Source: an optimization exercise on an open RTL-to-GDS flow (aim: small area and a short achievable clock period). Production flows keep margins and buffers that such runs may drop.
The RTL was checked by simulation tests, not by an equivalence proof against the original design.

==> inputs of trial 47 <==
// bpu_perceptron
module bpu_perceptron (
    input  wire        clk,
    input  wire        rst,           
    input  wire        cmd_valid,
    input  wire [39:0] cmd_word,
    output reg         resp_valid,
    output reg  [2:0]  resp,
    output reg  [1:0]  out_class,
    output wire [15:0] misp_count
);
Settings: LEC_CHECK=0, CAP_MARGIN=20, CORE_MARGIN=2, CORE_UTILIZATION=40, PLACE_DENSITY=0.6, SLEW_MARGIN=20; clock period 20.0 ns.
standard.sh (not shown) runs the stock make flow with config.mk's settings and CLKGATE_MAP_FILE= SYNTH_SCRIPT=/design/flow/synth_recipe.tcl, a recipe that flattens the netlist after the stock synthesis.
==> flow/flow/run.sh <==
#!/bin/bash
set -euo pipefail
bash standard.sh SETUP_SLACK_MARGIN=13 finish > flow_make.log 2>&1
==> build 19: changes against trial 47 <==
--- a/flow/design.v
+++ b/flow/design.v
@@ -18,15 +18,16 @@
     localparam [1:0] C_BRANCH = 2'b10;
     localparam [1:0] C_PASS   = 2'b11;
     reg [111:0] wu_q [0:15];    
     reg [15:0]  par_q;          
     reg [15:0]  ph_q;           
+    reg [4:0]   nneg_q;         
     reg [1:0]   stall_q;
     reg [15:0]  misp_q;
     reg [15:0]  misp_p1_q;      
     reg         rst_q;          
-    reg         b_predict, b_update, b_cycle, b_branch, b_taken;
+    reg         b_predict, b_update, b_cycle, b_branch, b_illegal, b_taken;
     reg [3:0]   b_row;
     reg [111:0] b_u;            
     reg         b_p;            
     reg [29-1:0] vq;           
     wire [29-1:0] vd;
@@ -275,13 +276,15 @@
     wire do_update = b_update | (b_branch & ~stalled);
     wire wrong     = pred ^ b_taken;
     wire train     = do_update & wrong;
     wire misp      = b_branch & ~stalled & wrong;
     always @* begin
-        resp      = R_ERR;
+        resp      = R_FALSE;
         out_class = C_NONE;
-        if (b_predict) begin
+        if (b_illegal) begin
+            resp = R_ERR;
+        end else if (b_predict) begin
             resp = pred ? R_TRUE : R_FALSE;
         end else if (b_update) begin
             resp = R_ACK;
         end else if (b_cycle) begin
             if (stalled) begin
@@ -294,11 +297,14 @@
                 resp      = R_FALSE;
                 out_class = C_PASS;
             end
         end
     end
-    assign misp_count = misp ? misp_p1_q : misp_q;
+    wire        br_live = b_branch & ~stalled;
+    wire [15:0] mc_p1 = (br_live & ~b_taken) ? misp_p1_q : misp_q;
+    wire [15:0] mc_p0 = (br_live &  b_taken) ? misp_p1_q : misp_q;
+    assign misp_count = pred ? mc_p1 : mc_p0;
     reg [111:0] b_trained;
     integer k;
     always @* begin
         for (k = 0; k < 16; k = k + 1) begin
             if (ph_q[k] == b_taken)
@@ -330,17 +336,12 @@
         if (train && row == b_row) begin
             a_u = a_u | b_trained;
             a_p = a_p | ~b_p;
         end
     end
-    reg [4:0] nneg;
-    integer i;
-    always @* begin
-        nneg = 5'd0;
-        for (i = 0; i < 16; i = i + 1)
-            nneg = nneg + {4'd0, ~ph_next[i]};
-    end
+    wire [4:0] nneg_sh = nneg_q + {4'd0, ~b_taken} - {4'd0, ~ph_q[0]};
+    wire [4:0] nneg    = do_update ? nneg_sh : nneg_q;
     wire [4:0] kc = a_p ? 5'd8 : nneg;
     wire [6:0] t0,  t1,  t2,  t3,  t4,  t5,  t6,  t7;
     wire [6:0] t8,  t9,  t10, t11, t12, t13, t14, t15;
     wire [111:0] tt;
     genvar g;
@@ -565,20 +566,23 @@
         b_row <= row;
         b_taken <= taken;
         rst_q <= rst;
         if (rst) begin
             ph_q       <= 16'd0;
+            nneg_q     <= 5'd16;
             stall_q    <= 2'd0;
             misp_q     <= 16'd0;
             misp_p1_q  <= 16'd1;
             resp_valid <= 1'b0;
             b_predict  <= 1'b0;
             b_update   <= 1'b0;
             b_cycle    <= 1'b0;
             b_branch   <= 1'b0;
+            b_illegal  <= 1'b0;
         end else begin
             ph_q    <= ph_next;
+            nneg_q  <= nneg;
             if (misp) begin
                 misp_q    <= misp_p1_q;
                 misp_p1_q <= misp_p1_q + 16'd1;
             end
             if (stalled)
@@ -588,8 +592,9 @@
             resp_valid <= cmd_valid;
             b_predict  <= cmd_valid & is_predict;
             b_update   <= cmd_valid & is_update;
             b_cycle    <= cmd_valid & is_cycle;
             b_branch   <= cmd_valid & is_branch;
+            b_illegal  <= cmd_valid & ~(is_predict | is_update | is_cycle);
         end
     end
 endmodule
==> flow/flow/run.sh (replaced) <==
#!/bin/bash
set -euo pipefail
bash standard.sh SETUP_SLACK_MARGIN=12 CTS_CLUSTER_SIZE=25 CTS_CLUSTER_DIAMETER=100 finish > flow_make.log 2>&1
==> qor.csv <==
stage,metric,value,unit
status,outcome,"complete, no violations",
route,Via density,6.12,
layout,Finished Layout Cells,7968,
place,"Cell Area, Placed",82900,um^2
logic_synthesis,post-synth top area share,68.8,%
worst_setup_path,crit-path cells,fa_1 -> ha_4 -> a21o_1 -> a2111oi_4 -> buf_4 -> o31ai_4 -> buf_6 -> o21ai_4 -> nor3b_4 -> buf_6 -> buf_16 -> mux2_4 -> buf_6,
route,WL met1,102,mm
worst_setup_path,"logic depth of the worst path, buffers included",13,
worst_setup_path,crit path capture,misp_count[13],
logic_synthesis,Post-Synth Simple-Gate Area,5.19,%
floorplanning,die height,448,um
worst_setup_path,Critical path buffers and inverters,5,
floorplanning,die area,201000,um^2
That was trial 47.
==> qor.csv <==
stage,metric,value,unit
status,outcome,"complete, no violations",
logic_synthesis,Post-Synth Simple-Gate Area,4.84,%
place,"Cell Area, Placed",82700,um^2
layout,Finished Layout Cells,7666,
worst_setup_path,Reg-to-Reg Start,vq[26],
worst_setup_path,crit path capture,vq[17],
worst_hold_path,worst hold path class,reg2reg,
cts,"Setup Fix Bufs, Post-CTS",142,
route,WL met1,103,mm
worst_setup_path,Critical path buffers and inverters,6,
worst_setup_path,crit-path cells,buf_6 -> xor2_2 -> nor3_2 -> nand3_2 -> buf_4 -> a21oi_4 -> buf_12 -> buf_16 -> buf_4 -> a22o_1 -> a221oi_1 -> and3_1 -> nand4_1 -> xnor2_2 -> fa_1 -> fa_2 -> fa_2 -> fa_1 -> inv_1 -> fa_2,
route,Via density,6.23,
worst_setup_path,"logic depth of the worst path, buffers included",20,
logic_synthesis,post-synth top area share,68.6,%
That was build 19.

* * *

==> sierra <==
bpu_perceptron, a different RTL version from the one above (not shown whole).
==> module bpu_perceptron, before the edit <==
module bpu_perceptron (
    input  wire        clk,
    input  wire        rst,           
    input  wire        cmd_valid,
    input  wire [39:0] cmd_word,
    output reg         resp_valid,
    output reg  [2:0]  resp,
    output reg  [1:0]  out_class,
    output wire [15:0] misp_count
);
    localparam [2:0] R_FALSE   = 3'b000;
    localparam [2:0] R_TRUE    = 3'b001;
    localparam [2:0] R_STALLED = 3'b010;
    localparam [2:0] R_ACK     = 3'b011;
    localparam [2:0] R_ERR     = 3'b111;
    localparam [1:0] C_NONE   = 2'b00;
    localparam [1:0] C_STALL  = 2'b01;
    localparam [1:0] C_BRANCH = 2'b10;
    localparam [1:0] C_PASS   = 2'b11;
    reg [111:0] wu_q [0:15];    
    reg [15:0]  par_q;          
    reg [15:0]  ph_q;           
    reg [1:0]   stall_q;
    reg [15:0]  misp_q;
    assign misp_count = misp_q;
    wire [7:0] lo    = cmd_word[7:0];
    wire [3:0] row   = cmd_word[11:8];
    wire       taken = lo[4];
    wire is_predict = (lo == 8'h00);
    wire is_update  = ((lo & 8'hEF) == 8'h01);
    wire is_cycle   = ((lo & 8'hE3) == 8'h02);
    wire is_branch  = is_cycle && (lo[3:2] == 2'b00);
    wire is_legal   = is_predict || is_update || is_cycle;
    wire [111:0] u_row = wu_q[row];
    wire         p_row = par_q[row];
    reg [4:0] nneg;
    integer i;
    always @* begin
        nneg = 5'd0;
        for (i = 0; i < 16; i = i + 1)
            nneg = nneg + {4'd0, ~ph_q[i]};
    end
    wire [4:0] kconst = p_row ? 5'd8 : nneg;
    reg [11:0] usum;
    integer j;
    always @* begin
        usum = {7'd0, kconst};
        for (j = 0; j < 16; j = j + 1)
            usum = usum + {5'd0, u_row[j*7+6] ^ ph_q[j], u_row[j*7 +: 6] ^ {6{~ph_q[j]}}};
    end
    wire pred = usum[11] | usum[10];
    reg [111:0] u_trained;
    integer k;
    always @* begin
        for (k = 0; k < 16; k = k + 1) begin
            if (ph_q[k] == taken)
                u_trained[k*7 +: 7] = u_row[k*7 +: 7] + {6'd0, p_row};
            else
                u_trained[k*7 +: 7] = u_row[k*7 +: 7] - {6'd0, ~p_row};
        end
    end
    wire stalled   = is_cycle && (stall_q != 2'd0);
    wire do_update = is_update || (is_branch && !stalled);
    wire wrong     = (pred != taken);
    wire do_train  = cmd_valid && do_update && wrong;
    wire misp      = is_branch && !stalled && wrong;
    reg [2:0] resp_d;
    reg [1:0] class_d;
    always @* begin
        resp_d  = R_ERR;
        class_d = C_NONE;
        if (is_predict) begin
            resp_d = pred ? R_TRUE : R_FALSE;
        end else if (is_update) begin
            resp_d = R_ACK;
        end else if (is_cycle) begin
            if (stalled) begin
                resp_d  = R_STALLED;
                class_d = C_STALL;
            end else if (is_branch) begin
                resp_d  = misp ? R_TRUE : R_FALSE;
                class_d = C_BRANCH;
            end else begin
                resp_d  = R_FALSE;
                class_d = C_PASS;
            end
        end
    end
    wire [111:0] u_wdata = rst ? 112'd0 : u_trained;
    wire         p_wdata = ~rst & ~p_row;
    integer r;
    always @(posedge clk) begin
        for (r = 0; r < 16; r = r + 1) begin
            if (rst || (do_train && row == r)) begin
                wu_q[r]  <= u_wdata;
                par_q[r] <= p_wdata;
            end
        end
    end
    always @(posedge clk) begin
        if (rst) begin
            ph_q       <= 16'd0;
            stall_q    <= 2'd0;
            misp_q     <= 16'd0;
            resp_valid <= 1'b0;
            resp       <= 3'b000;
            out_class  <= C_NONE;
        end else begin
            resp_valid <= cmd_valid;
            resp       <= cmd_valid ? resp_d  : 3'b000;
            out_class  <= cmd_valid ? class_d : C_NONE;
            if (cmd_valid && is_legal) begin
                if (do_update)
                    ph_q <= {taken, ph_q[15:1]};
                if (stalled)
                    stall_q <= stall_q - 2'd1;
                else if (misp)
                    stall_q <= 2'd2;
                if (misp)
                    misp_q <= misp_q + 1'b1;
            end
        end
    end
endmodule
make LEC_CHECK=0 CAP_MARGIN=20 CORE_MARGIN=2 CORE_UTILIZATION=40 PLACE_DENSITY=0.6 SLEW_MARGIN=20 finish   # period 20.0 ns
run.sh (not shown) runs the stock make flow with config.mk's settings and CLKGATE_MAP_FILE= SYNTH_SCRIPT=/design/flow/synth_recipe.tcl, a recipe that flattens the netlist after the stock synthesis.
Stock flow here: none of the scripts above is used.
==> willow (differences from sierra) <==
==> flow/design.v (replaced) <==
module bpu_perceptron (
    input  wire        clk,
    input  wire        rst,           
    input  wire        cmd_valid,
    input  wire [39:0] cmd_word,
    output reg         resp_valid,
    output reg  [2:0]  resp,
    output reg  [1:0]  out_class,
    output wire [15:0] misp_count
);
    localparam PC_BITS       = 32;
    localparam NUM_ROWS      = 16;
    localparam H             = 16;
    localparam W_BITS        = 8;
    localparam MISP_BITS     = 16;
    localparam STALL_PENALTY = 2;
    localparam ROW_BITS = $clog2(NUM_ROWS);
    localparam ROW_W    = H * W_BITS;
    localparam DOT_BITS = W_BITS + $clog2(H + 1);
    localparam [2:0] R_FALSE   = 3'b000;
    localparam [2:0] R_TRUE    = 3'b001;
    localparam [2:0] R_STALLED = 3'b010;
    localparam [2:0] R_ACK     = 3'b011;
    localparam [2:0] R_ERR     = 3'b111;
    localparam [1:0] C_NONE   = 2'b00;
    localparam [1:0] C_STALL  = 2'b01;
    localparam [1:0] C_BRANCH = 2'b10;
    localparam [1:0] C_PASS   = 2'b11;
    reg [NUM_ROWS*ROW_W-1:0] w_q;       
    reg [H-1:0]              ph_q;      
    reg [1:0]                stall_q;
    reg [MISP_BITS-1:0]      misp_q;
    assign misp_count = misp_q;
    wire [7:0]         lo    = cmd_word[7:0];
    wire [PC_BITS-1:0] pc    = cmd_word[39:8];
    wire               taken = lo[4];
    wire is_predict = (lo == 8'h00);
    wire is_update  = ((lo & 8'hEF) == 8'h01);
    wire is_cycle   = ((lo & 8'hE3) == 8'h02);
    wire is_branch  = is_cycle && (lo[3:2] == 2'b00);
    wire is_legal   = is_predict || is_update || is_cycle;
    wire [ROW_BITS-1:0] row = pc[ROW_BITS-1:0];
    wire [ROW_W-1:0]    w_row = w_q[row*ROW_W +: ROW_W];
    reg signed [DOT_BITS-1:0] dot;
    integer j;
    always @* begin
        dot = 0;
        for (j = 0; j < H; j = j + 1) begin
            if (ph_q[j])
                dot = dot + {{(DOT_BITS-W_BITS){w_row[j*W_BITS+W_BITS-1]}}, w_row[j*W_BITS +: W_BITS]};
            else
                dot = dot - {{(DOT_BITS-W_BITS){w_row[j*W_BITS+W_BITS-1]}}, w_row[j*W_BITS +: W_BITS]};
        end
    end
    wire pred = (dot >= 0);
    reg [ROW_W-1:0] w_row_trained;
    integer k;
    always @* begin
        for (k = 0; k < H; k = k + 1) begin
            if (ph_q[k] == taken)
                w_row_trained[k*W_BITS +: W_BITS] = w_row[k*W_BITS +: W_BITS] + 1'b1;
            else
                w_row_trained[k*W_BITS +: W_BITS] = w_row[k*W_BITS +: W_BITS] - 1'b1;
        end
    end
    wire stalled   = is_cycle && (stall_q != 2'd0);
    wire do_update = is_update || (is_branch && !stalled);
    wire wrong     = (pred != taken);
    wire do_train  = do_update && wrong;
    wire misp      = is_branch && !stalled && wrong;
    reg [2:0] resp_d;
    reg [1:0] class_d;
    always @* begin
        resp_d  = R_ERR;
        class_d = C_NONE;
        if (is_predict) begin
            resp_d = pred ? R_TRUE : R_FALSE;
        end else if (is_update) begin
            resp_d = R_ACK;
        end else if (is_cycle) begin
            if (stalled) begin
                resp_d  = R_STALLED;
                class_d = C_STALL;
            end else if (is_branch) begin
                resp_d  = misp ? R_TRUE : R_FALSE;
                class_d = C_BRANCH;
            end else begin
                resp_d  = R_FALSE;
                class_d = C_PASS;
            end
        end
    end
    always @(posedge clk) begin
        if (rst) begin
            w_q        <= {NUM_ROWS*ROW_W{1'b0}};
            ph_q       <= {H{1'b0}};
            stall_q    <= 2'd0;
            misp_q     <= {MISP_BITS{1'b0}};
            resp_valid <= 1'b0;
            resp       <= 3'b000;
            out_class  <= C_NONE;
        end else begin
            resp_valid <= cmd_valid;
            resp       <= cmd_valid ? resp_d  : 3'b000;
            out_class  <= cmd_valid ? class_d : C_NONE;
            if (cmd_valid && is_legal) begin
                if (do_train)
                    w_q[row*ROW_W +: ROW_W] <= w_row_trained;
                if (do_update)
                    ph_q <= {taken, ph_q[H-1:1]};
                if (stalled)
                    stall_q <= stall_q - 2'd1;
                else if (misp)
                    stall_q <= STALL_PENALTY;
                if (misp)
                    misp_q <= misp_q + 1'b1;
            end
        end
    end
endmodule
==> notes.md <==
metric	sierra	willow
Clock buffers	236	312
Number of buffers and inverters on the critical path	8	6
Final standard cell utilization of the core	0.455	0.450
Die height	451 um	507 um
Well Taps	2640	3348
Share of final layout cell area taken by non-clock buffers	0.0222	0.0372
Result of the run	no timing/DRC/antenna violations	no timing/DRC/antenna violations
Num Clock Sinks	1848	2088
Worst reg2reg setup slack	8020 ps	3970 ps
Final worst slack	4780 ps	737 ps
Final HPWL DP	186 mm	222 mm
Fraction of synthesized cell area in xor and xnor cells	0.0199	0.0373
Flip-flop and latch count after synthesis	1848	2088
Critical-path maximum fanout	66	23
Most used flip-flop cell after synthesis	sky130_fd_sc_hd__edfxtp_1	sky130_fd_sc_hd__dfxtp_1
Largest area contributor in the netlist	sky130_fd_sc_hd__edfxtp_1	sky130_fd_sc_hd__dfxtp_1

-- port drivers added, routing unchanged --
How much do the figures lean on ideal ports? The routed layouts below were timed once more, with nothing changed but the port constraints. Step 1 assumes that a clkbuf_16 drives the clock port and a buf_2 every other input. Step 2, shift: input delay + t, output delay - t, t = (earliest + latest rising clock arrival at the registers) / 2. This alone moves slack from input paths to output paths. a / b / c = ideal ports / drivers / drivers and shift; a / b = the first two.
| run | t, ns | setup WS [ns] | worst setup path after step 2 | slew at the worst register clock pin (ns) | pins driven straight from the clock port |
|---|---|---|---|---|---|
| trial 47 | 0.950 | 12.004 / 11.905 / 11.112 | input to register | 0.07 / 0.07 | 1 |
| build 19 | 0.838 | 11.896 / 11.855 / 11.023 | input to register | 0.11 / 0.11 | 1 |
| sierra | 0.941 | 4.780 / 4.819 / 3.879 | input to register | 0.07 / 0.07 | 1 |
| willow | 0.976 | 0.737 / 0.733 / -0.243 | input to register | 0.07 / 0.07 | 1 |
With both steps, setup timing fails in willow, where it was met with ideal ports. For willow, which loses most, drivers alone change the setup slack by -0.004 ns; drivers and shift together by -0.980 ns.
